Context: an optimization exercise on an open-source flow, tuned for small area and a short achievable clock period. The choices shown serve that exercise and are no tape-out recipe. In this exercise RTL edits were held to simulation tests only and were not proved equivalent to the original.

$ cat design/flow/design.v
module tvg_fa (input wire a, input wire b, input wire c, output wire s, output wire co);
    assign s  = a ^ b ^ c;
    assign co = (a & b) | (c & (a ^ b));
endmodule
module tvg_ha (input wire a, input wire b, output wire s, output wire co);
    assign s  = a ^ b;
    assign co = a & b;
endmodule
module tvg_amul_ii (
    input  wire [7:0] nc,
    input  wire [7:0] nk,
    output wire [7:0] y
);
    wire n1 = nc[0] & ~nk[0];
    wire n2 = ~(nc[0] ? nk[1] : nk[0]);
    wire n3 = ~(nc[0] ? nk[2] : nk[1]);
    wire n4 = ~(nc[0] ? nk[3] : nk[2]);
    wire n5 = ~(nc[0] ? nk[4] : nk[3]);
    wire n6 = ~(nc[0] ? nk[5] : nk[4]);
    wire n7 = ~(nc[0] ? nk[6] : nk[5]);
    wire n8 = ~(nc[0] ? nk[7] : nk[6]);
    wire n9 = ~(nc[0] | nk[7]);
    wire n10 = ~(nc[1] | nk[0]);
    wire n11 = ~(nc[1] | nk[1]);
    wire n12 = ~(nc[1] | nk[2]);
    wire n13 = ~(nc[1] | nk[3]);
    wire n14 = ~(nc[1] | nk[4]);
    wire n15 = ~(nc[1] | nk[5]);
    wire n16 = ~(nc[1] | nk[6]);
    wire n17 = ~(nc[1] | nk[7]);
    wire n18 = ~(nc[2] | nk[0]);
    wire n19 = ~(nc[2] | nk[1]);
    wire n20 = ~(nc[2] | nk[2]);
    wire n21 = ~(nc[2] | nk[3]);
    wire n22 = ~(nc[2] | nk[4]);
    wire n23 = ~(nc[2] | nk[5]);
    wire n24 = ~(nc[2] | nk[6]);
    wire n25 = ~(nc[2] | nk[7]);
    wire n26 = ~(nc[3] | nk[0]);
    wire n27 = ~(nc[3] | nk[1]);
    wire n28 = ~(nc[3] | nk[2]);
    wire n29 = ~(nc[3] | nk[3]);
    wire n30 = ~(nc[3] | nk[4]);
    wire n31 = ~(nc[3] | nk[5]);
    wire n32 = ~(nc[3] | nk[6]);
    wire n33 = ~(nc[3] | nk[7]);
    wire n34 = ~(nc[4] | nk[0]);
    wire n35 = ~(nc[4] | nk[1]);
    wire n36 = ~(nc[4] | nk[2]);
    wire n37 = ~(nc[4] | nk[3]);
    wire n38 = ~(nc[4] | nk[4]);
    wire n39 = ~(nc[4] | nk[5]);
    wire n40 = ~(nc[4] | nk[6]);
    wire n41 = ~(nc[4] | nk[7]);
    wire n42 = ~(nc[5] | nk[0]);
    wire n43 = ~(nc[5] | nk[1]);
    wire n44 = ~(nc[5] | nk[2]);
    wire n45 = ~(nc[5] | nk[3]);
    wire n46 = ~(nc[5] | nk[4]);
    wire n47 = ~(nc[5] | nk[5]);
    wire n48 = ~(nc[5] | nk[6]);
    wire n49 = ~(nc[5] | nk[7]);
    wire n50 = ~(nc[6] | nk[0]);
    wire n51 = ~(nc[6] | nk[1]);
    wire n52 = ~(nc[6] | nk[2]);
    wire n53 = ~(nc[6] | nk[3]);
    wire n54 = ~(nc[6] | nk[4]);
    wire n55 = ~(nc[6] | nk[5]);
    wire n56 = ~(nc[6] | nk[6]);
    wire n57 = ~(nc[6] | nk[7]);
    wire n58 = ~(nc[7] | nk[0]);
    wire n59 = ~(nc[7] | nk[1]);
    wire n60 = ~(nc[7] | nk[2]);
    wire n61 = ~(nc[7] | nk[3]);
    wire n62 = ~(nc[7] | nk[4]);
    wire n63 = ~(nc[7] | nk[5]);
    wire n64 = ~(nc[7] | nk[6]);
    wire n65 = ~(nc[7] | nk[7]);
    wire n66, n67;
    tvg_ha u_n66 (.a(n7), .b(n15), .s(n66), .co(n67));
    wire n68, n69;
    tvg_fa u_n68 (.a(n8), .b(n16), .c(n23), .s(n68), .co(n69));
    wire n70, n71;
    tvg_ha u_n70 (.a(n30), .b(n37), .s(n70), .co(n71));
    wire n72, n73;
    tvg_fa u_n72 (.a(n9), .b(n17), .c(n24), .s(n72), .co(n73));
    wire n74, n75;
    tvg_fa u_n74 (.a(n31), .b(n38), .c(n45), .s(n74), .co(n75));
    wire n76, n77;
    tvg_fa u_n76 (.a(n25), .b(n32), .c(n39), .s(n76), .co(n77));
    wire n78, n79;
    tvg_ha u_n78 (.a(n5), .b(n13), .s(n78), .co(n79));
    wire n80, n81;
    tvg_fa u_n80 (.a(n6), .b(n14), .c(n21), .s(n80), .co(n81));
    wire n82, n83;
    tvg_ha u_n82 (.a(n28), .b(n35), .s(n82), .co(n83));
    wire n84, n85;
    tvg_fa u_n84 (.a(n22), .b(n29), .c(n36), .s(n84), .co(n85));
    wire n86, n87;
    tvg_fa u_n86 (.a(n43), .b(n50), .c(n66), .s(n86), .co(n87));
    wire n88, n89;
    tvg_fa u_n88 (.a(n44), .b(n51), .c(n58), .s(n88), .co(n89));
    wire n90, n91;
    tvg_fa u_n90 (.a(n67), .b(n68), .c(n70), .s(n90), .co(n91));
    wire n92, n93;
    tvg_fa u_n92 (.a(n52), .b(n59), .c(n69), .s(n92), .co(n93));
    wire n94, n95;
    tvg_fa u_n94 (.a(n71), .b(n72), .c(n74), .s(n94), .co(n95));
    wire n96, n97;
    tvg_fa u_n96 (.a(n46), .b(n53), .c(n60), .s(n96), .co(n97));
    wire n98, n99;
    tvg_fa u_n98 (.a(n73), .b(n75), .c(n76), .s(n98), .co(n99));
    wire n100, n101;
    tvg_fa u_n100 (.a(n33), .b(n40), .c(n47), .s(n100), .co(n101));
    wire n102, n103;
    tvg_fa u_n102 (.a(n54), .b(n61), .c(n77), .s(n102), .co(n103));
    wire n104, n105;
    tvg_fa u_n104 (.a(n41), .b(n48), .c(n55), .s(n104), .co(n105));
    wire n106, n107;
    tvg_ha u_n106 (.a(n4), .b(n12), .s(n106), .co(n107));
    wire n108, n109;
    tvg_fa u_n108 (.a(n20), .b(n27), .c(n34), .s(n108), .co(n109));
    wire n110, n111;
    tvg_fa u_n110 (.a(n42), .b(n79), .c(n80), .s(n110), .co(n111));
    wire n112, n113;
    tvg_fa u_n112 (.a(n81), .b(n83), .c(n84), .s(n112), .co(n113));
    wire n114, n115;
    tvg_fa u_n114 (.a(n85), .b(n87), .c(n88), .s(n114), .co(n115));
    wire n116, n117;
    tvg_fa u_n116 (.a(n89), .b(n91), .c(n92), .s(n116), .co(n117));
    wire n118, n119;
    tvg_fa u_n118 (.a(n93), .b(n95), .c(n96), .s(n118), .co(n119));
    wire n120, n121;
    tvg_fa u_n120 (.a(n97), .b(n99), .c(n100), .s(n120), .co(n121));
    wire n122, n123;
    tvg_fa u_n122 (.a(n62), .b(n101), .c(n103), .s(n122), .co(n123));
    wire n124, n125;
    tvg_fa u_n124 (.a(n49), .b(n56), .c(n63), .s(n124), .co(n125));
    wire n126, n127;
    tvg_ha u_n126 (.a(n3), .b(n11), .s(n126), .co(n127));
    wire n128, n129;
    tvg_fa u_n128 (.a(n19), .b(n26), .c(n106), .s(n128), .co(n129));
    wire n130, n131;
    tvg_fa u_n130 (.a(n78), .b(n107), .c(n108), .s(n130), .co(n131));
    wire n132, n133;
    tvg_fa u_n132 (.a(n82), .b(n109), .c(n110), .s(n132), .co(n133));
    wire n134, n135;
    tvg_fa u_n134 (.a(n86), .b(n111), .c(n112), .s(n134), .co(n135));
    wire n136, n137;
    tvg_fa u_n136 (.a(n90), .b(n113), .c(n114), .s(n136), .co(n137));
    wire n138, n139;
    tvg_fa u_n138 (.a(n94), .b(n115), .c(n116), .s(n138), .co(n139));
    wire n140, n141;
    tvg_fa u_n140 (.a(n98), .b(n117), .c(n118), .s(n140), .co(n141));
    wire n142, n143;
    tvg_fa u_n142 (.a(n102), .b(n119), .c(n120), .s(n142), .co(n143));
    wire n144, n145;
    tvg_fa u_n144 (.a(n104), .b(n121), .c(n122), .s(n144), .co(n145));
    wire n146, n147;
    tvg_fa u_n146 (.a(n105), .b(n123), .c(n124), .s(n146), .co(n147));
    wire n148, n149;
    tvg_fa u_n148 (.a(n57), .b(n64), .c(n125), .s(n148), .co(n149));
    wire [15:0] ra = {1'b0, n65, n147, n145, n143, n141, n139, n137, n135, n133, n131, n129, n127, n18, n2, n1};
    wire [15:0] rb = {1'b0, n149, n148, n146, n144, n142, n140, n138, n136, n134, n132, n130, n128, n126, n10, 1'b0};
    wire [8:0] lc;
    assign lc[0] = 1'b0;
    assign lc[1] = (ra[0] & rb[0]) | (lc[0] & (ra[0] | rb[0]));
    assign lc[2] = (ra[1] & rb[1]) | (lc[1] & (ra[1] | rb[1]));
    assign lc[3] = (ra[2] & rb[2]) | (lc[2] & (ra[2] | rb[2]));
    assign lc[4] = (ra[3] & rb[3]) | (lc[3] & (ra[3] | rb[3]));
    assign lc[5] = (ra[4] & rb[4]) | (lc[4] & (ra[4] | rb[4]));
    assign lc[6] = (ra[5] & rb[5]) | (lc[5] & (ra[5] | rb[5]));
    assign lc[7] = (ra[6] & rb[6]) | (lc[6] & (ra[6] | rb[6]));
    assign lc[8] = (ra[7] & rb[7]) | (lc[7] & (ra[7] | rb[7]));
    assign y = ra[15:8] + rb[15:8] + lc[8];
endmodule
module tvg_amul_iir (
    input  wire [7:0] nc,
    input  wire [7:0] nk,
    output wire [7:0] y
);
    wire n1 = nc[0] & ~nk[0];
    wire n2 = ~(nc[0] ? nk[1] : nk[0]);
    wire n3 = ~(nc[0] ? nk[2] : nk[1]);
    wire n4 = ~(nc[0] ? nk[3] : nk[2]);
    wire n5 = ~(nc[0] ? nk[4] : nk[3]);
    wire n6 = ~(nc[0] ? nk[5] : nk[4]);
    wire n7 = ~(nc[0] ? nk[6] : nk[5]);
    wire n8 = ~(nc[0] ? nk[7] : nk[6]);
    wire n9 = ~(nc[0] | nk[7]);
    wire n10 = ~(nc[1] | nk[0]);
    wire n11 = ~(nc[1] | nk[1]);
    wire n12 = ~(nc[1] | nk[2]);
    wire n13 = ~(nc[1] | nk[3]);
    wire n14 = ~(nc[1] | nk[4]);
    wire n15 = ~(nc[1] | nk[5]);
    wire n16 = ~(nc[1] | nk[6]);
    wire n17 = ~(nc[1] | nk[7]);
    wire n18 = ~(nc[2] | nk[0]);
    wire n19 = ~(nc[2] | nk[1]);
    wire n20 = ~(nc[2] | nk[2]);
    wire n21 = ~(nc[2] | nk[3]);
    wire n22 = ~(nc[2] | nk[4]);
    wire n23 = ~(nc[2] | nk[5]);
    wire n24 = ~(nc[2] | nk[6]);
    wire n25 = ~(nc[2] | nk[7]);
    wire n26 = ~(nc[3] | nk[0]);
    wire n27 = ~(nc[3] | nk[1]);
    wire n28 = ~(nc[3] | nk[2]);
    wire n29 = ~(nc[3] | nk[3]);
    wire n30 = ~(nc[3] | nk[4]);
    wire n31 = ~(nc[3] | nk[5]);
    wire n32 = ~(nc[3] | nk[6]);
    wire n33 = ~(nc[3] | nk[7]);
    wire n34 = ~(nc[4] | nk[0]);
    wire n35 = ~(nc[4] | nk[1]);
    wire n36 = ~(nc[4] | nk[2]);
    wire n37 = ~(nc[4] | nk[3]);
    wire n38 = ~(nc[4] | nk[4]);
    wire n39 = ~(nc[4] | nk[5]);
    wire n40 = ~(nc[4] | nk[6]);
    wire n41 = ~(nc[4] | nk[7]);
    wire n42 = ~(nc[5] | nk[0]);
    wire n43 = ~(nc[5] | nk[1]);
    wire n44 = ~(nc[5] | nk[2]);
    wire n45 = ~(nc[5] | nk[3]);
    wire n46 = ~(nc[5] | nk[4]);
    wire n47 = ~(nc[5] | nk[5]);
    wire n48 = ~(nc[5] | nk[6]);
    wire n49 = ~(nc[5] | nk[7]);
    wire n50 = ~(nc[6] | nk[0]);
    wire n51 = ~(nc[6] | nk[1]);
    wire n52 = ~(nc[6] | nk[2]);
    wire n53 = ~(nc[6] | nk[3]);
    wire n54 = ~(nc[6] | nk[4]);
    wire n55 = ~(nc[6] | nk[5]);
    wire n56 = ~(nc[6] | nk[6]);
    wire n57 = ~(nc[6] | nk[7]);
    wire n58 = ~(nc[7] | nk[0]);
    wire n59 = ~(nc[7] | nk[1]);
    wire n60 = ~(nc[7] | nk[2]);
    wire n61 = ~(nc[7] | nk[3]);
    wire n62 = ~(nc[7] | nk[4]);
    wire n63 = ~(nc[7] | nk[5]);
    wire n64 = ~(nc[7] | nk[6]);
    wire n65 = ~(nc[7] | nk[7]);
    wire n66, n67;
    tvg_ha u_n66 (.a(n7), .b(n15), .s(n66), .co(n67));
    wire n68, n69;
    tvg_fa u_n68 (.a(n8), .b(n16), .c(n23), .s(n68), .co(n69));
    wire n70, n71;
    tvg_ha u_n70 (.a(n30), .b(n37), .s(n70), .co(n71));
    wire n72, n73;
    tvg_fa u_n72 (.a(n9), .b(n17), .c(n24), .s(n72), .co(n73));
    wire n74, n75;
    tvg_fa u_n74 (.a(n31), .b(n38), .c(n45), .s(n74), .co(n75));
    wire n76, n77;
    tvg_fa u_n76 (.a(n25), .b(n32), .c(n39), .s(n76), .co(n77));
    wire n78, n79;
    tvg_ha u_n78 (.a(n5), .b(n13), .s(n78), .co(n79));
    wire n80, n81;
    tvg_fa u_n80 (.a(n6), .b(n14), .c(n21), .s(n80), .co(n81));
    wire n82, n83;
    tvg_ha u_n82 (.a(n28), .b(n35), .s(n82), .co(n83));
    wire n84, n85;
    tvg_fa u_n84 (.a(n22), .b(n29), .c(n36), .s(n84), .co(n85));
    wire n86, n87;
    tvg_fa u_n86 (.a(n43), .b(n50), .c(n66), .s(n86), .co(n87));
    wire n88, n89;
    tvg_fa u_n88 (.a(n44), .b(n51), .c(n58), .s(n88), .co(n89));
    wire n90, n91;
    tvg_fa u_n90 (.a(n67), .b(n68), .c(n70), .s(n90), .co(n91));
    wire n92, n93;
    tvg_fa u_n92 (.a(n52), .b(n59), .c(n69), .s(n92), .co(n93));
    wire n94, n95;
    tvg_fa u_n94 (.a(n71), .b(n72), .c(n74), .s(n94), .co(n95));
    wire n96, n97;
    tvg_fa u_n96 (.a(n46), .b(n53), .c(n60), .s(n96), .co(n97));
    wire n98, n99;
    tvg_fa u_n98 (.a(n73), .b(n75), .c(n76), .s(n98), .co(n99));
    wire n100, n101;
    tvg_fa u_n100 (.a(n33), .b(n40), .c(n47), .s(n100), .co(n101));
    wire n102, n103;
    tvg_fa u_n102 (.a(n54), .b(n61), .c(n77), .s(n102), .co(n103));
    wire n104, n105;
    tvg_fa u_n104 (.a(n41), .b(n48), .c(n55), .s(n104), .co(n105));
    wire n106, n107;
    tvg_ha u_n106 (.a(n4), .b(n12), .s(n106), .co(n107));
    wire n108, n109;
    tvg_fa u_n108 (.a(n20), .b(n27), .c(n34), .s(n108), .co(n109));
    wire n110, n111;
    tvg_fa u_n110 (.a(n42), .b(n79), .c(n80), .s(n110), .co(n111));
    wire n112, n113;
    tvg_fa u_n112 (.a(n81), .b(n83), .c(n84), .s(n112), .co(n113));
    wire n114, n115;
    tvg_fa u_n114 (.a(n85), .b(n87), .c(n88), .s(n114), .co(n115));
    wire n116, n117;
    tvg_fa u_n116 (.a(n89), .b(n91), .c(n92), .s(n116), .co(n117));
    wire n118, n119;
    tvg_fa u_n118 (.a(n93), .b(n95), .c(n96), .s(n118), .co(n119));
    wire n120, n121;
    tvg_fa u_n120 (.a(n97), .b(n99), .c(n100), .s(n120), .co(n121));
    wire n122, n123;
    tvg_fa u_n122 (.a(n62), .b(n101), .c(n103), .s(n122), .co(n123));
    wire n124, n125;
    tvg_fa u_n124 (.a(n49), .b(n56), .c(n63), .s(n124), .co(n125));
    wire n126, n127;
    tvg_ha u_n126 (.a(n3), .b(n11), .s(n126), .co(n127));
    wire n128, n129;
    tvg_fa u_n128 (.a(n19), .b(n26), .c(n106), .s(n128), .co(n129));
    wire n130, n131;
    tvg_fa u_n130 (.a(n78), .b(n107), .c(n108), .s(n130), .co(n131));
    wire n132, n133;
    tvg_fa u_n132 (.a(n82), .b(n109), .c(n110), .s(n132), .co(n133));
    wire n134, n135;
    tvg_fa u_n134 (.a(n86), .b(n111), .c(n112), .s(n134), .co(n135));
    wire n136, n137;
    tvg_fa u_n136 (.a(n90), .b(n113), .c(n114), .s(n136), .co(n137));
    wire n138, n139;
    tvg_fa u_n138 (.a(n94), .b(n115), .c(n116), .s(n138), .co(n139));
    wire n140, n141;
    tvg_fa u_n140 (.a(n98), .b(n117), .c(n118), .s(n140), .co(n141));
    wire n142, n143;
    tvg_fa u_n142 (.a(n102), .b(n119), .c(n120), .s(n142), .co(n143));
    wire n144, n145;
    tvg_fa u_n144 (.a(n104), .b(n121), .c(n122), .s(n144), .co(n145));
    wire n146, n147;
    tvg_fa u_n146 (.a(n105), .b(n123), .c(n124), .s(n146), .co(n147));
    wire n148, n149;
    tvg_fa u_n148 (.a(n57), .b(n64), .c(n125), .s(n148), .co(n149));
    wire [15:0] ra = {1'b0, n65, n147, n145, n143, n141, n139, n137, n135, n133, n131, n129, n127, n18, n2, n1};
    wire [15:0] rb = {1'b0, n149, n148, n146, n144, n142, n140, n138, n136, n134, n132, n130, n128, n126, n10, 1'b0};
    wire [8:0] lc;
    assign lc[0] = 1'b0;
    assign lc[1] = (ra[0] & rb[0]) | (lc[0] & (ra[0] | rb[0]));
    assign lc[2] = (ra[1] & rb[1]) | (lc[1] & (ra[1] | rb[1]));
    assign lc[3] = (ra[2] & rb[2]) | (lc[2] & (ra[2] | rb[2]));
    assign lc[4] = (ra[3] & rb[3]) | (lc[3] & (ra[3] | rb[3]));
    assign lc[5] = (ra[4] & rb[4]) | (lc[4] & (ra[4] | rb[4]));
    assign lc[6] = (ra[5] & rb[5]) | (lc[5] & (ra[5] | rb[5]));
    assign lc[7] = (ra[6] & rb[6]) | (lc[6] & (ra[6] | rb[6]));
    assign lc[8] = (ra[7] & rb[7]) | (lc[7] & (ra[7] | rb[7]));
    wire [8:0] hc;
    wire [7:0] hs;
    assign hc[0] = lc[8];
    tvg_fa u_h0 (.a(ra[8]), .b(rb[8]), .c(hc[0]), .s(hs[0]), .co(hc[1]));
    tvg_fa u_h1 (.a(ra[9]), .b(rb[9]), .c(hc[1]), .s(hs[1]), .co(hc[2]));
    tvg_fa u_h2 (.a(ra[10]), .b(rb[10]), .c(hc[2]), .s(hs[2]), .co(hc[3]));
    tvg_fa u_h3 (.a(ra[11]), .b(rb[11]), .c(hc[3]), .s(hs[3]), .co(hc[4]));
    tvg_fa u_h4 (.a(ra[12]), .b(rb[12]), .c(hc[4]), .s(hs[4]), .co(hc[5]));
    tvg_fa u_h5 (.a(ra[13]), .b(rb[13]), .c(hc[5]), .s(hs[5]), .co(hc[6]));
    tvg_fa u_h6 (.a(ra[14]), .b(rb[14]), .c(hc[6]), .s(hs[6]), .co(hc[7]));
    tvg_fa u_h7 (.a(ra[15]), .b(rb[15]), .c(hc[7]), .s(hs[7]), .co(hc[8]));
    assign y = hs;
endmodule
module tvg_amul_iin (
    input  wire [7:0] nc,
    input  wire [7:0] nk,
    output wire [7:0] ny
);
    wire n1 = nc[0] & ~nk[0];
    wire n2 = ~(nc[0] ? nk[1] : nk[0]);
    wire n3 = ~(nc[0] ? nk[2] : nk[1]);
    wire n4 = ~(nc[0] ? nk[3] : nk[2]);
    wire n5 = ~(nc[0] ? nk[4] : nk[3]);
    wire n6 = ~(nc[0] ? nk[5] : nk[4]);
    wire n7 = ~(nc[0] ? nk[6] : nk[5]);
    wire n8 = ~(nc[0] ? nk[7] : nk[6]);
    wire n9 = ~(nc[0] | nk[7]);
    wire n10 = ~(nc[1] | nk[0]);
    wire n11 = ~(nc[1] | nk[1]);
    wire n12 = ~(nc[1] | nk[2]);
    wire n13 = ~(nc[1] | nk[3]);
    wire n14 = ~(nc[1] | nk[4]);
    wire n15 = ~(nc[1] | nk[5]);
    wire n16 = ~(nc[1] | nk[6]);
    wire n17 = ~(nc[1] | nk[7]);
    wire n18 = ~(nc[2] | nk[0]);
    wire n19 = ~(nc[2] | nk[1]);
    wire n20 = ~(nc[2] | nk[2]);
    wire n21 = ~(nc[2] | nk[3]);
    wire n22 = ~(nc[2] | nk[4]);
    wire n23 = ~(nc[2] | nk[5]);
    wire n24 = ~(nc[2] | nk[6]);
    wire n25 = ~(nc[2] | nk[7]);
    wire n26 = ~(nc[3] | nk[0]);
    wire n27 = ~(nc[3] | nk[1]);
    wire n28 = ~(nc[3] | nk[2]);
    wire n29 = ~(nc[3] | nk[3]);
    wire n30 = ~(nc[3] | nk[4]);
    wire n31 = ~(nc[3] | nk[5]);
    wire n32 = ~(nc[3] | nk[6]);
    wire n33 = ~(nc[3] | nk[7]);
    wire n34 = ~(nc[4] | nk[0]);
    wire n35 = ~(nc[4] | nk[1]);
    wire n36 = ~(nc[4] | nk[2]);
    wire n37 = ~(nc[4] | nk[3]);
    wire n38 = ~(nc[4] | nk[4]);
    wire n39 = ~(nc[4] | nk[5]);
    wire n40 = ~(nc[4] | nk[6]);
    wire n41 = ~(nc[4] | nk[7]);
    wire n42 = ~(nc[5] | nk[0]);
    wire n43 = ~(nc[5] | nk[1]);
    wire n44 = ~(nc[5] | nk[2]);
    wire n45 = ~(nc[5] | nk[3]);
    wire n46 = ~(nc[5] | nk[4]);
    wire n47 = ~(nc[5] | nk[5]);
    wire n48 = ~(nc[5] | nk[6]);
    wire n49 = ~(nc[5] | nk[7]);
    wire n50 = ~(nc[6] | nk[0]);
    wire n51 = ~(nc[6] | nk[1]);
    wire n52 = ~(nc[6] | nk[2]);
    wire n53 = ~(nc[6] | nk[3]);
    wire n54 = ~(nc[6] | nk[4]);
    wire n55 = ~(nc[6] | nk[5]);
    wire n56 = ~(nc[6] | nk[6]);
    wire n57 = ~(nc[6] | nk[7]);
    wire n58 = ~(nc[7] | nk[0]);
    wire n59 = ~(nc[7] | nk[1]);
    wire n60 = ~(nc[7] | nk[2]);
    wire n61 = ~(nc[7] | nk[3]);
    wire n62 = ~(nc[7] | nk[4]);
    wire n63 = ~(nc[7] | nk[5]);
    wire n64 = ~(nc[7] | nk[6]);
    wire n65 = ~(nc[7] | nk[7]);
    wire n66, n67;
    tvg_ha u_n66 (.a(n7), .b(n15), .s(n66), .co(n67));
    wire n68, n69;
    tvg_fa u_n68 (.a(n8), .b(n16), .c(n23), .s(n68), .co(n69));
    wire n70, n71;
    tvg_ha u_n70 (.a(n30), .b(n37), .s(n70), .co(n71));
    wire n72, n73;
    tvg_fa u_n72 (.a(n9), .b(n17), .c(n24), .s(n72), .co(n73));
    wire n74, n75;
    tvg_fa u_n74 (.a(n31), .b(n38), .c(n45), .s(n74), .co(n75));
    wire n76, n77;
    tvg_fa u_n76 (.a(n25), .b(n32), .c(n39), .s(n76), .co(n77));
    wire n78, n79;
    tvg_ha u_n78 (.a(n5), .b(n13), .s(n78), .co(n79));
    wire n80, n81;
    tvg_fa u_n80 (.a(n6), .b(n14), .c(n21), .s(n80), .co(n81));
    wire n82, n83;
    tvg_ha u_n82 (.a(n28), .b(n35), .s(n82), .co(n83));
    wire n84, n85;
    tvg_fa u_n84 (.a(n22), .b(n29), .c(n36), .s(n84), .co(n85));
    wire n86, n87;
    tvg_fa u_n86 (.a(n43), .b(n50), .c(n66), .s(n86), .co(n87));
    wire n88, n89;
    tvg_fa u_n88 (.a(n44), .b(n51), .c(n58), .s(n88), .co(n89));
    wire n90, n91;
    tvg_fa u_n90 (.a(n67), .b(n68), .c(n70), .s(n90), .co(n91));
    wire n92, n93;
    tvg_fa u_n92 (.a(n52), .b(n59), .c(n69), .s(n92), .co(n93));
    wire n94, n95;
    tvg_fa u_n94 (.a(n71), .b(n72), .c(n74), .s(n94), .co(n95));
    wire n96, n97;
    tvg_fa u_n96 (.a(n46), .b(n53), .c(n60), .s(n96), .co(n97));
    wire n98, n99;
    tvg_fa u_n98 (.a(n73), .b(n75), .c(n76), .s(n98), .co(n99));
    wire n100, n101;
    tvg_fa u_n100 (.a(n33), .b(n40), .c(n47), .s(n100), .co(n101));
    wire n102, n103;
    tvg_fa u_n102 (.a(n54), .b(n61), .c(n77), .s(n102), .co(n103));
    wire n104, n105;
    tvg_fa u_n104 (.a(n41), .b(n48), .c(n55), .s(n104), .co(n105));
    wire n106, n107;
    tvg_ha u_n106 (.a(n4), .b(n12), .s(n106), .co(n107));
    wire n108, n109;
    tvg_fa u_n108 (.a(n20), .b(n27), .c(n34), .s(n108), .co(n109));
    wire n110, n111;
    tvg_fa u_n110 (.a(n42), .b(n79), .c(n80), .s(n110), .co(n111));
    wire n112, n113;
    tvg_fa u_n112 (.a(n81), .b(n83), .c(n84), .s(n112), .co(n113));
    wire n114, n115;
    tvg_fa u_n114 (.a(n85), .b(n87), .c(n88), .s(n114), .co(n115));
    wire n116, n117;
    tvg_fa u_n116 (.a(n89), .b(n91), .c(n92), .s(n116), .co(n117));
    wire n118, n119;
    tvg_fa u_n118 (.a(n93), .b(n95), .c(n96), .s(n118), .co(n119));
    wire n120, n121;
    tvg_fa u_n120 (.a(n97), .b(n99), .c(n100), .s(n120), .co(n121));
    wire n122, n123;
    tvg_fa u_n122 (.a(n62), .b(n101), .c(n103), .s(n122), .co(n123));
    wire n124, n125;
    tvg_fa u_n124 (.a(n49), .b(n56), .c(n63), .s(n124), .co(n125));
    wire n126, n127;
    tvg_ha u_n126 (.a(n3), .b(n11), .s(n126), .co(n127));
    wire n128, n129;
    tvg_fa u_n128 (.a(n19), .b(n26), .c(n106), .s(n128), .co(n129));
    wire n130, n131;
    tvg_fa u_n130 (.a(n78), .b(n107), .c(n108), .s(n130), .co(n131));
    wire n132, n133;
    tvg_fa u_n132 (.a(n82), .b(n109), .c(n110), .s(n132), .co(n133));
    wire n134, n135;
    tvg_fa u_n134 (.a(n86), .b(n111), .c(n112), .s(n134), .co(n135));
    wire n136, n137;
    tvg_fa u_n136 (.a(n90), .b(n113), .c(n114), .s(n136), .co(n137));
    wire n138, n139;
    tvg_fa u_n138 (.a(n94), .b(n115), .c(n116), .s(n138), .co(n139));
    wire n140, n141;
    tvg_fa u_n140 (.a(n98), .b(n117), .c(n118), .s(n140), .co(n141));
    wire n142, n143;
    tvg_fa u_n142 (.a(n102), .b(n119), .c(n120), .s(n142), .co(n143));
    wire n144, n145;
    tvg_fa u_n144 (.a(n104), .b(n121), .c(n122), .s(n144), .co(n145));
    wire n146, n147;
    tvg_fa u_n146 (.a(n105), .b(n123), .c(n124), .s(n146), .co(n147));
    wire n148, n149;
    tvg_fa u_n148 (.a(n57), .b(n64), .c(n125), .s(n148), .co(n149));
    wire [15:0] ra = {1'b0, n65, n147, n145, n143, n141, n139, n137, n135, n133, n131, n129, n127, n18, n2, n1};
    wire [15:0] rb = {1'b0, n149, n148, n146, n144, n142, n140, n138, n136, n134, n132, n130, n128, n126, n10, 1'b0};
    wire [8:0] lc;
    assign lc[0] = 1'b0;
    assign lc[1] = (ra[0] & rb[0]) | (lc[0] & (ra[0] | rb[0]));
    assign lc[2] = (ra[1] & rb[1]) | (lc[1] & (ra[1] | rb[1]));
    assign lc[3] = (ra[2] & rb[2]) | (lc[2] & (ra[2] | rb[2]));
    assign lc[4] = (ra[3] & rb[3]) | (lc[3] & (ra[3] | rb[3]));
    assign lc[5] = (ra[4] & rb[4]) | (lc[4] & (ra[4] | rb[4]));
    assign lc[6] = (ra[5] & rb[5]) | (lc[5] & (ra[5] | rb[5]));
    assign lc[7] = (ra[6] & rb[6]) | (lc[6] & (ra[6] | rb[6]));
    assign lc[8] = (ra[7] & rb[7]) | (lc[7] & (ra[7] | rb[7]));
    assign ny = ~(ra[15:8] + rb[15:8] + lc[8]);
endmodule
module tvg_am8 (
    input  wire [7:0] a,
    input  wire [7:0] b,
    output wire [7:0] y
);
    wire n1 = a[0] & b[0];
    wire n2 = a[0] & b[1];
    wire n3 = a[0] & b[2];
    wire n4 = a[0] & b[3];
    wire n5 = a[0] & b[4];
    wire n6 = a[0] & b[5];
    wire n7 = a[0] & b[6];
    wire n8 = a[0] & b[7];
    wire n9 = a[1] & b[0];
    wire n10 = a[1] & b[1];
    wire n11 = a[1] & b[2];
    wire n12 = a[1] & b[3];
    wire n13 = a[1] & b[4];
    wire n14 = a[1] & b[5];
    wire n15 = a[1] & b[6];
    wire n16 = a[1] & b[7];
    wire n17 = a[2] & b[0];
    wire n18 = a[2] & b[1];
    wire n19 = a[2] & b[2];
    wire n20 = a[2] & b[3];
    wire n21 = a[2] & b[4];
    wire n22 = a[2] & b[5];
    wire n23 = a[2] & b[6];
    wire n24 = a[2] & b[7];
    wire n25 = a[3] & b[0];
    wire n26 = a[3] & b[1];
    wire n27 = a[3] & b[2];
    wire n28 = a[3] & b[3];
    wire n29 = a[3] & b[4];
    wire n30 = a[3] & b[5];
    wire n31 = a[3] & b[6];
    wire n32 = a[3] & b[7];
    wire n33 = a[4] & b[0];
    wire n34 = a[4] & b[1];
    wire n35 = a[4] & b[2];
    wire n36 = a[4] & b[3];
    wire n37 = a[4] & b[4];
    wire n38 = a[4] & b[5];
    wire n39 = a[4] & b[6];
    wire n40 = a[4] & b[7];
    wire n41 = a[5] & b[0];
    wire n42 = a[5] & b[1];
    wire n43 = a[5] & b[2];
    wire n44 = a[5] & b[3];
    wire n45 = a[5] & b[4];
    wire n46 = a[5] & b[5];
    wire n47 = a[5] & b[6];
    wire n48 = a[5] & b[7];
    wire n49 = a[6] & b[0];
    wire n50 = a[6] & b[1];
    wire n51 = a[6] & b[2];
    wire n52 = a[6] & b[3];
    wire n53 = a[6] & b[4];
    wire n54 = a[6] & b[5];
    wire n55 = a[6] & b[6];
    wire n56 = a[6] & b[7];
    wire n57 = a[7] & b[0];
    wire n58 = a[7] & b[1];
    wire n59 = a[7] & b[2];
    wire n60 = a[7] & b[3];
    wire n61 = a[7] & b[4];
    wire n62 = a[7] & b[5];
    wire n63 = a[7] & b[6];
    wire n64 = a[7] & b[7];
    wire n65, n66;
    tvg_ha u_n65 (.a(n7), .b(n14), .s(n65), .co(n66));
    wire n67, n68;
    tvg_fa u_n67 (.a(n8), .b(n15), .c(n22), .s(n67), .co(n68));
    wire n69, n70;
    tvg_fa u_n69 (.a(n29), .b(n36), .c(n43), .s(n69), .co(n70));
    wire n71, n72;
    tvg_fa u_n71 (.a(n16), .b(n23), .c(n30), .s(n71), .co(n72));
    wire n73, n74;
    tvg_ha u_n73 (.a(n37), .b(n44), .s(n73), .co(n74));
    wire n75, n76;
    tvg_fa u_n75 (.a(n24), .b(n31), .c(n38), .s(n75), .co(n76));
    wire n77, n78;
    tvg_ha u_n77 (.a(n5), .b(n12), .s(n77), .co(n78));
    wire n79, n80;
    tvg_fa u_n79 (.a(n6), .b(n13), .c(n20), .s(n79), .co(n80));
    wire n81, n82;
    tvg_ha u_n81 (.a(n27), .b(n34), .s(n81), .co(n82));
    wire n83, n84;
    tvg_fa u_n83 (.a(n21), .b(n28), .c(n35), .s(n83), .co(n84));
    wire n85, n86;
    tvg_fa u_n85 (.a(n42), .b(n49), .c(n65), .s(n85), .co(n86));
    wire n87, n88;
    tvg_fa u_n87 (.a(n50), .b(n57), .c(1'b1), .s(n87), .co(n88));
    wire n89, n90;
    tvg_fa u_n89 (.a(n66), .b(n67), .c(n69), .s(n89), .co(n90));
    wire n91, n92;
    tvg_fa u_n91 (.a(n51), .b(n58), .c(n68), .s(n91), .co(n92));
    wire n93, n94;
    tvg_fa u_n93 (.a(n70), .b(n71), .c(n73), .s(n93), .co(n94));
    wire n95, n96;
    tvg_fa u_n95 (.a(n45), .b(n52), .c(n59), .s(n95), .co(n96));
    wire n97, n98;
    tvg_fa u_n97 (.a(n72), .b(n74), .c(n75), .s(n97), .co(n98));
    wire n99, n100;
    tvg_fa u_n99 (.a(n32), .b(n39), .c(n46), .s(n99), .co(n100));
    wire n101, n102;
    tvg_fa u_n101 (.a(n53), .b(n60), .c(n76), .s(n101), .co(n102));
    wire n103, n104;
    tvg_fa u_n103 (.a(n40), .b(n47), .c(n54), .s(n103), .co(n104));
    wire n105, n106;
    tvg_ha u_n105 (.a(n4), .b(n11), .s(n105), .co(n106));
    wire n107, n108;
    tvg_fa u_n107 (.a(n19), .b(n26), .c(n33), .s(n107), .co(n108));
    wire n109, n110;
    tvg_fa u_n109 (.a(n41), .b(n78), .c(n79), .s(n109), .co(n110));
    wire n111, n112;
    tvg_fa u_n111 (.a(n80), .b(n82), .c(n83), .s(n111), .co(n112));
    wire n113, n114;
    tvg_fa u_n113 (.a(n84), .b(n86), .c(n87), .s(n113), .co(n114));
    wire n115, n116;
    tvg_fa u_n115 (.a(n88), .b(n90), .c(n91), .s(n115), .co(n116));
    wire n117, n118;
    tvg_fa u_n117 (.a(n92), .b(n94), .c(n95), .s(n117), .co(n118));
    wire n119, n120;
    tvg_fa u_n119 (.a(n96), .b(n98), .c(n99), .s(n119), .co(n120));
    wire n121, n122;
    tvg_fa u_n121 (.a(n61), .b(n100), .c(n102), .s(n121), .co(n122));
    wire n123, n124;
    tvg_fa u_n123 (.a(n48), .b(n55), .c(n62), .s(n123), .co(n124));
    wire n125, n126;
    tvg_ha u_n125 (.a(n3), .b(n10), .s(n125), .co(n126));
    wire n127, n128;
    tvg_fa u_n127 (.a(n18), .b(n25), .c(n105), .s(n127), .co(n128));
    wire n129, n130;
    tvg_fa u_n129 (.a(n77), .b(n106), .c(n107), .s(n129), .co(n130));
    wire n131, n132;
    tvg_fa u_n131 (.a(n81), .b(n108), .c(n109), .s(n131), .co(n132));
    wire n133, n134;
    tvg_fa u_n133 (.a(n85), .b(n110), .c(n111), .s(n133), .co(n134));
    wire n135, n136;
    tvg_fa u_n135 (.a(n89), .b(n112), .c(n113), .s(n135), .co(n136));
    wire n137, n138;
    tvg_fa u_n137 (.a(n93), .b(n114), .c(n115), .s(n137), .co(n138));
    wire n139, n140;
    tvg_fa u_n139 (.a(n97), .b(n116), .c(n117), .s(n139), .co(n140));
    wire n141, n142;
    tvg_fa u_n141 (.a(n101), .b(n118), .c(n119), .s(n141), .co(n142));
    wire n143, n144;
    tvg_fa u_n143 (.a(n103), .b(n120), .c(n121), .s(n143), .co(n144));
    wire n145, n146;
    tvg_fa u_n145 (.a(n104), .b(n122), .c(n123), .s(n145), .co(n146));
    wire n147, n148;
    tvg_fa u_n147 (.a(n56), .b(n63), .c(n124), .s(n147), .co(n148));
    wire [15:0] ra = {1'b0, n64, n146, n144, n142, n140, n138, n136, n134, n132, n130, n128, n126, n17, n2, n1};
    wire [15:0] rb = {1'b0, n148, n147, n145, n143, n141, n139, n137, n135, n133, n131, n129, n127, n125, n9, 1'b0};
    wire [15:0] t = ra + rb;
    wire [8:0]  u = t[7:0] + t[15:8];
    assign y = t[15:8] + u[8];
endmodule
module tvg_amul32_ii (
    input  wire [31:0] np,
    input  wire [7:0]  nk,
    output wire [31:0] y
);
    tvg_amul_ii u3 (.nc(np[31:24]), .nk(nk), .y(y[31:24]));
    tvg_amul_ii u2 (.nc(np[23:16]), .nk(nk), .y(y[23:16]));
    tvg_amul_ii u1 (.nc(np[15:8]),  .nk(nk), .y(y[15:8]));
    tvg_amul_ii u0 (.nc(np[7:0]),   .nk(nk), .y(y[7:0]));
endmodule
module tvg_amul32_iir (
    input  wire [31:0] np,
    input  wire [7:0]  nk,
    output wire [31:0] y
);
    tvg_amul_iir u3 (.nc(np[31:24]), .nk(nk), .y(y[31:24]));
    tvg_amul_iir u2 (.nc(np[23:16]), .nk(nk), .y(y[23:16]));
    tvg_amul_iir u1 (.nc(np[15:8]),  .nk(nk), .y(y[15:8]));
    tvg_amul_iir u0 (.nc(np[7:0]),   .nk(nk), .y(y[7:0]));
endmodule
module tvg_amul32_iin (
    input  wire [31:0] np,
    input  wire [7:0]  nk,
    output wire [31:0] ny
);
    tvg_amul_iin u3 (.nc(np[31:24]), .nk(nk), .ny(ny[31:24]));
    tvg_amul_iin u2 (.nc(np[23:16]), .nk(nk), .ny(ny[23:16]));
    tvg_amul_iin u1 (.nc(np[15:8]),  .nk(nk), .ny(ny[15:8]));
    tvg_amul_iin u0 (.nc(np[7:0]),   .nk(nk), .ny(ny[7:0]));
endmodule
module tvg_blend4 (
    input  wire         clk,
    input  wire         rst,           
    input  wire         in_valid,
    input  wire [1:0]   in_op,         
    input  wire         in_cs,         
    input  wire [1:0]   in_mm,         
    input  wire [31:0]  in_color,      
    input  wire [7:0]   in_opacity,    
    input  wire [7:0]   in_cov,        
    input  wire [127:0] in_dst,        
    input  wire [127:0] in_src,        
    input  wire [127:0] in_mask,       
    output reg          out_valid,
    output wire [127:0] out_pix,       
    output reg          out_dst_rd,    
    output reg          out_mask_rd    
);
    reg         v0;
    reg [1:0]   op0;
    reg         cs0;
    reg [1:0]   mm0;
    reg [7:0]   ca0;
    reg [7:0]   opa0;
    reg [7:0]   cov0;
    always @(posedge clk) begin
        if (rst)
            v0 <= 1'b0;
        else
            v0 <= in_valid;
        op0  <= in_op;
        cs0  <= in_cs;
        mm0  <= in_mm;
        ca0  <= in_color[31:24];
        opa0 <= in_opacity;
        cov0 <= in_cov;
    end
    wire is_clear = (op0 == 2'd0);
    wire is_image = op0[1];
    wire maskon   = mm0[1];
    wire [7:0] u_r, c_g, c_b;
    tvg_am8_r u_am_r (
        .clk (clk),
        .a   (in_op[1] ? in_opacity : in_color[23:16]),
        .b   (in_op[1] ? in_cov     : in_color[31:24]),
        .y   (u_r)
    );
    tvg_am8_r u_am_g (.clk(clk), .a(in_color[15:8]), .b(in_color[31:24]), .y(c_g));
    tvg_am8_r u_am_b (.clk(clk), .a(in_color[7:0]),  .b(in_color[31:24]), .y(c_b));
    wire [31:0] color_pm = cs0 ? {ca0, c_b, c_g, u_r} : {ca0, u_r, c_g, c_b};
    wire [7:0] k_s1 = is_clear ? 8'h00 :
                      is_image ? (op0[0] ? u_r : opa0) :
                                 cov0;
    wire direct = !is_image && !is_clear && (ca0 == 8'hFF) && (mm0 == 2'd0) && (cov0 == 8'hFF);
    genvar g;
    generate
        for (g = 0; g < 4; g = g + 1) begin : g_lane
            tvg_lane u_lane (
                .clk      (clk),
                .in_img   (in_op[1]),
                .in_src   (in_src[32*g +: 32]),
                .in_dst   (in_dst[32*g +: 32]),
                .in_ma    (in_mask[32*g+24 +: 8]),
                .k        (k_s1),
                .color_pm (color_pm),
                .clear    (is_clear),
                .maskon   (maskon),
                .inv_mask (mm0[0]),
                .pix      (out_pix[32*g +: 32])
            );
        end
    endgenerate
    reg v1, drd1, mrd1;
    reg v2, drd2, mrd2;
    reg v3, drd3, mrd3;
    always @(posedge clk) begin
        if (rst) begin
            v1        <= 1'b0;
            v2        <= 1'b0;
            v3        <= 1'b0;
            out_valid <= 1'b0;
        end else begin
            v1        <= v0;
            v2        <= v1;
            v3        <= v2;
            out_valid <= v3;
        end
        drd1        <= !is_clear && !direct;
        mrd1        <= !is_clear && maskon;
        drd2        <= drd1;
        mrd2        <= mrd1;
        drd3        <= drd2;
        mrd3        <= mrd2;
        out_dst_rd  <= drd3;
        out_mask_rd <= mrd3;
    end
endmodule
module tvg_am8_r (
    input  wire       clk,
    input  wire [7:0] a,
    input  wire [7:0] b,
    output wire [7:0] y
);
    reg [7:0] a0;
    reg [7:0] b0;
    always @(posedge clk) begin
        a0 <= a;
        b0 <= b;
    end
    tvg_am8 u_am (.a(a0), .b(b0), .y(y));
endmodule
module tvg_lane (
    input  wire        clk,
    input  wire        in_img,      
    input  wire [31:0] in_src,
    input  wire [31:0] in_dst,
    input  wire [7:0]  in_ma,       
    input  wire [7:0]  k,           
    input  wire [31:0] color_pm,    
    input  wire        clear,       
    input  wire        maskon,      
    input  wire        inv_mask,    
    output reg  [31:0] pix          
);
    reg        img0;
    reg [31:0] src0;
    reg [31:0] dst0;
    reg [7:0]  ma0;
    always @(posedge clk) begin
        img0 <= in_img;
        src0 <= in_src;
        dst0 <= in_dst;
        ma0  <= in_ma;
    end
    reg        clr1;
    reg [7:0]  nk1;
    reg [31:0] nx1;
    reg [7:0]  nm1;
    reg [31:0] nd1;
    always @(posedge clk) begin
        clr1 <= clear;
        nk1  <= ~k;
        nx1  <= ~(img0 ? src0 : color_pm);
        nm1  <= !maskon ? 8'h00 : inv_mask ? ma0 : ~ma0;
        nd1  <= ~dst0;
    end
    wire [31:0] ns_s2;
    tvg_amul32_iin u_s (.np(nx1), .nk(nk1), .ny(ns_s2));
    reg        clr2;
    reg [31:0] ns2;
    reg [7:0]  nm2;
    reg [31:0] nd2;
    always @(posedge clk) begin
        clr2 <= clr1;
        ns2  <= ns_s2;
        nm2  <= nm1;
        nd2  <= nd1;
    end
    wire [31:0] s_s3;
    tvg_amul32_iir u_m (.np(ns2), .nk(nm2), .y(s_s3));
    reg        clr3;
    reg [23:0] sc3;      
    reg [7:0]  nf3;
    reg [31:0] nd3;
    always @(posedge clk) begin
        clr3 <= clr2;
        sc3  <= s_s3[23:0];
        nf3  <= s_s3[31:24] | {8{clr2}};
        nd3  <= nd2;
    end
    wire [7:0]  sa = clr3 ? 8'h00 : nf3;
    wire [31:0] dm;
    tvg_amul32_ii u_d (.np(nd3), .nk(nf3), .y(dm));
    always @(posedge clk)
        pix <= {sa, sc3} + dm;
endmodule
$ cat design/flow/flow/run.sh
#!/bin/bash
# Layout of the version: the standard flow (standard.sh: ORFS synthesis
# and layout, unchanged), with the port buffers that global placement
# inserts on every input and output made sky130_fd_sc_hd__buf_2 instead of
# the flow's default choice (clkdlybuf4s50_1, a slow delay cell).
set -euo pipefail
export BUFFER_PORTS_ARGS="-buffer_cell sky130_fd_sc_hd__buf_2"
bash standard.sh > standard.log 2>&1
$ cat design/flow/standard.sh
#!/bin/bash
# synth_recipe.tcl (not shown) runs the flow's synth.tcl, then flattens the netlist and writes it again
# the make line also repeats each setting of config.mk as NAME=value (left out here)
make -C /OpenROAD-flow-scripts/flow DESIGN_CONFIG=/design/flow/config.mk WORK_HOME=/design/flow/orfs CLKGATE_MAP_FILE= SYNTH_SCRIPT=/design/flow/synth_recipe.tcl "${@:-finish}"
$ cat design/flow/config.mk
export PLATFORM = sky130hd
export DESIGN_NAME = tvg_blend4
export DESIGN_NICKNAME = tvg_blend4
export VERILOG_FILES = /design/flow/design.v
export SDC_FILE = /design/flow/constraint.sdc
export NUM_CORES = 4
export LEC_CHECK = 0
export CAP_MARGIN = 50
export CORE_MARGIN = 2
export CORE_UTILIZATION = 60
export PLACE_DENSITY = 0.7
export SLEW_MARGIN = 75
export SYNTH_HIERARCHICAL = 1
$ cat design/flow/constraint.sdc
create_clock -name core_clock -period 30.0 [get_ports {clk}]
set_input_delay 6.0000 -clock core_clock [delete_from_list [all_inputs] [get_ports {clk}]]
set_output_delay 6.0000 -clock core_clock [all_outputs]
set_load 0.01 [all_outputs]
==> results_dict.tcl <==
set metrics [dict create \
    status "finished clean" \
    yosys.area.top_type_share 0.3477 \
    cp.depth 1 \
    cts_num_sinks 1386 \
    hold_class "reg2reg" \
    antenna_found_initial 64 \
    wirelength_mm 283.7 \
    placed_area_um2 121100 \
    clk_latency_ns 0.83 \
    grt_pass1_wl_mm 459.5 \
    critPathTopFamily "flip-flops" \
    crit_path_start_kind "register" \
    place_congestion 0.9328 \
    syn_area_per_cell_um2 10.28 \
    drc 0 \
    min_period_over_period 0.2442 \
    final_util 0.6537 \
    maxUsedRoutingLayer "met5" \
    drt_first_pass_iters 6 \
    cts_resized 0 \
    path_clk_slew_ns 0.06 \
    postCtsSetupRepairBufs 0 \
    grt_use_total 0.2908 \
    timing.fmax_mhz 136.5 \
    r2r-start "u_am_b.a0[0]$_DFF_P_" \
    grt_pass1_vias 89040 \
    synth_edf_count 0 \
    num_rows 162 \
    hold_viol_final 0 \
    yosys_warnings 9 \
    synth.area.top_cells "fa_1 (35%), dfxtp_1 (24%), nor2_1 (9.4%)" \
    io_pins 571 \
    cts-root-buf "clkbuf_16" \
    critPathLaunch "g_lane[3].u_lane.pix[10]$_DFF_P_" \
    final_area_um2 127100 \
    avgViaCountPerCell 5.842 \
    wl_met3_mm 17.03 \
    postRouteAntennaNets 0 \
    synthDistinctLibCells 84 \
    crit_type "reg2out" \
    slowest_delay_ns 0.35 \
    areaGrowthSynthToFinish_pct 8.464 \
    crit_required_ns 24.00 \
    crit_path_end "out_pix[106]" \
    path_cells "buf_2" \
    synth_seq_cells 1386 \
    netlist_area_um2 117200 \
    end_kind "output port" \
    drt-met1-wl_mm 112.4 \
    drive_gt1_frac 0.1297 \
    synth_top_area_cell "fa_1" \
    path_buf_inv 1 \
    routedWlPerCell_um 20.10 \
    globalRouteOverflowTotal 0 \
    arrival_ns 1.33 \
    finClkSkew_ns 0.03208 \
    synth_top_flop_cell "dfxtp_1" \
    core_area_um2 194400 \
    die_w_um 445.9 \
    grt_max_degree 38 \
    numCtsBuffers 158 \
    cts_max_level 4 \
    ff2ff_setup_slack_ns 22.85 \
    critPathMaxFanout 1 \
    reg2reg_to "g_lane[2].u_lane.nx1[23]$_DFF_P_" \
    drv_slew 0 \
    place_inst 13770 \
    multi_input_area_um2 85320 \
    period_minus_slack_ns 7.325 \
    critPathSlowestCell "dfxtp_1" \
    fin_nets 14560 \
    cap_viol_max_count 0 \
    drtIter0Drc 5041 \
    syn_inst 11390 \
    fill_cells 15270 \
    dieArea_um2 198800 \
    cts_buffer_depth 3 \
    fin_cells 14110 \
    ctsHoldBuffers 0 \
    cts_tree "built" \
    rsz0062_at_grt "false" \
    wl_met2_mm 137.3 \
    regArea_um2 28010 \
    die_h_um 445.9 \
    worstHoldStart "drd2$_DFF_P_" \
    async_reset_ff_frac 0 \
    worstRegToRegCells 25 \
    start_util 0.6027 \
    seq_area_frac_synth 0.2368 \
    numPortBuffers 474 \
    hpwl_mm 218.4 \
    fin_tns_setup_ns 0 \
    vias 82460 \
    setup_violations 0 \
]
## cell usage in the layout (no fill, tap or decap), drive strengths merged, types with 32 or more instances in the layout
cell type,synthesis,routed
nor2,2927,2927
fa,2035,2035
dfxtp,1386,1386
ha,688,688
buf,202,593
mux2i,419,419
a21oi,385,385
inv,302,333
and2,264,264
o21ai,229,229
nand2,216,216
clkbuf,576,207
xnor2,175,175
nor2b,133,133
nand3,104,104
o21a,98,98
xor2,97,97
o211ai,90,90
a211oi,81,81
a21o,80,80
a211o,77,77
o31ai,72,72
or2,67,67
a22oi,64,64
maj3,51,51
nor3,49,49
o31a,48,48
diode,0,46
o2111ai,43,43
nand2b,41,41
mux2,39,39
clkinv,0,39
conb,19,35
nor3b,32,32
## registers in the layout (all words and copies together) (netlist names), 128 cells and up
register / flops
g_lane.u_lane.nd2: 128
g_lane.u_lane.dst0: 128
g_lane.u_lane.pix: 128
g_lane.u_lane.nd1: 128
g_lane.u_lane.ns2: 128
g_lane.u_lane.nx1: 128
g_lane.u_lane.nd3: 128
g_lane.u_lane.src0: 128
## kinds of logic (layout without fill, tap and decap cells)
| group | count (synthesis) | after routing | synth area share |
|---|---|---|---|
| xor+xnor | 272 | 272 | 0.02053 |
| mux | 458 | 458 | 0.03958 |
| flops | 1386 | 1386 | 0.2368 |
| other cells | 19 | 81 | 0.0006088 |
| buf+inv | 1083 | 1202 | 0.04159 |
| simple gates | 3889 | 3889 | 0.1402 |
| compound gates | 1510 | 1510 | 0.09485 |
| fa+ha+maj | 2774 | 2774 | 0.4258 |
## per-layer routing
layer,track usage,vias to the layer above
li1,-,37210
met1,0.3600,41810
met2,0.4840,2762
met3,0.04654,674
met4,0.1683,2
met5,0,-
## area by class of cell
class / instances / share of cell area
antenna: 46 / 0.0009059
clock buffer: 197 / 0.03428
sequential: 1386 / 0.2204
clock inverter: 97 / 0.008389
multi-input combinational: 8938 / 0.6714
timing repair buffer: 606 / 0.03065
inverter: 302 / 0.008921
tap: 2542 / 0.02503
## per-module statistics from Yosys, one instance, submodules excluded, excerpt
module | flops+latches | copies in the design | cell area [um^2]
tvg_amul_ii | 0 | 16 | 728.2
tvg_amul_iin | 0 | 16 | 782.0
tvg_am8_r | 16 | 3 | 320.3
tvg_fa | 0 | 1964 | 20.02
tvg_lane | 324 | 4 | 8884
tvg_amul_iir | 0 | 16 | 474.2
tvg_blend4 | 42 | 1 | 1515
tvg_am8 | 0 | 3 | 1416
tvg_ha | 0 | 306 | 12.51
## cell usage after synthesis, types with 20 or more instances
cell	number
a211o_1	58
a211oi_1	42
a211oi_2	39
a21bo_2	20
a21o_1	77
a21oi_1	333
a21oi_2	36
a221oi_1	23
a22oi_1	48
a31oi_1	24
and2_1	264
buf_2	104
buf_6	70
clkbuf_1	572
dfxtp_1	1386
fa_1	2035
ha_1	688
inv_1	302
maj3_1	32
mux2_2	38
mux2i_1	419
nand2_1	216
nand2b_1	41
nand3_1	104
nor2_1	2927
nor2b_1	133
nor3_1	49
nor3b_1	24
o2111ai_1	43
o211ai_1	62
o211ai_2	28
o21a_1	98
o21ai_0	213
o21bai_1	24
o22ai_1	23
o31a_1	48
o31ai_1	72
or2_2	67
xnor2_1	175
xor2_1	94
## per-stage QoR
step	hold slack (ns)	setup WS, ns
3_5_place_dp	0.3121	22.87
5_1_grt	0.3075	22.52
6_report	0.3132	22.67
2_1_floorplan	0.3096	23.25
3_3_place_gp	0.3097	22.72
4_1_cts	0.3060	22.59
## worst min path at each step
stage	endpoint	slack [ns]	depth (start not counted)
after floorplan	drd2$_DFF_P_	0.31	0
after global placement	g_lane[1].u_lane.nd3[14]$_DFF_P_	0.31	0
after detailed placement	g_lane[2].u_lane.nd3[23]$_DFF_P_	0.31	0
after CTS	drd3$_DFF_P_	0.31	0
after global routing	drd3$_DFF_P_	0.31	0
final	drd3$_DFF_P_	0.31	0

[re-timing with driven ports]
Ports are ideal in the flow. The routed layout listed here was re-timed in OpenROAD.
Step 1 assumes that a clkbuf_16 drives the clock port and a buf_2 every other input.
Step 2 also shifts input and output timing later by t, the mid clock arrival at the registers, as if the neighbouring blocks saw the same clock.
Slacks: no drivers / after step 1 / after step 2; pairs: no drivers / after step 1.
shift t [ns]: 0.894
setup WS [ns]: 22.675 / 22.590 / 22.846
clock arrival spread, ns: 0.038 / 0.038
pins driven straight from the clock port: 1
After both steps this run still meets setup and hold. For this run, drivers alone change the setup slack by -0.085 ns; drivers and shift together by +0.171 ns.
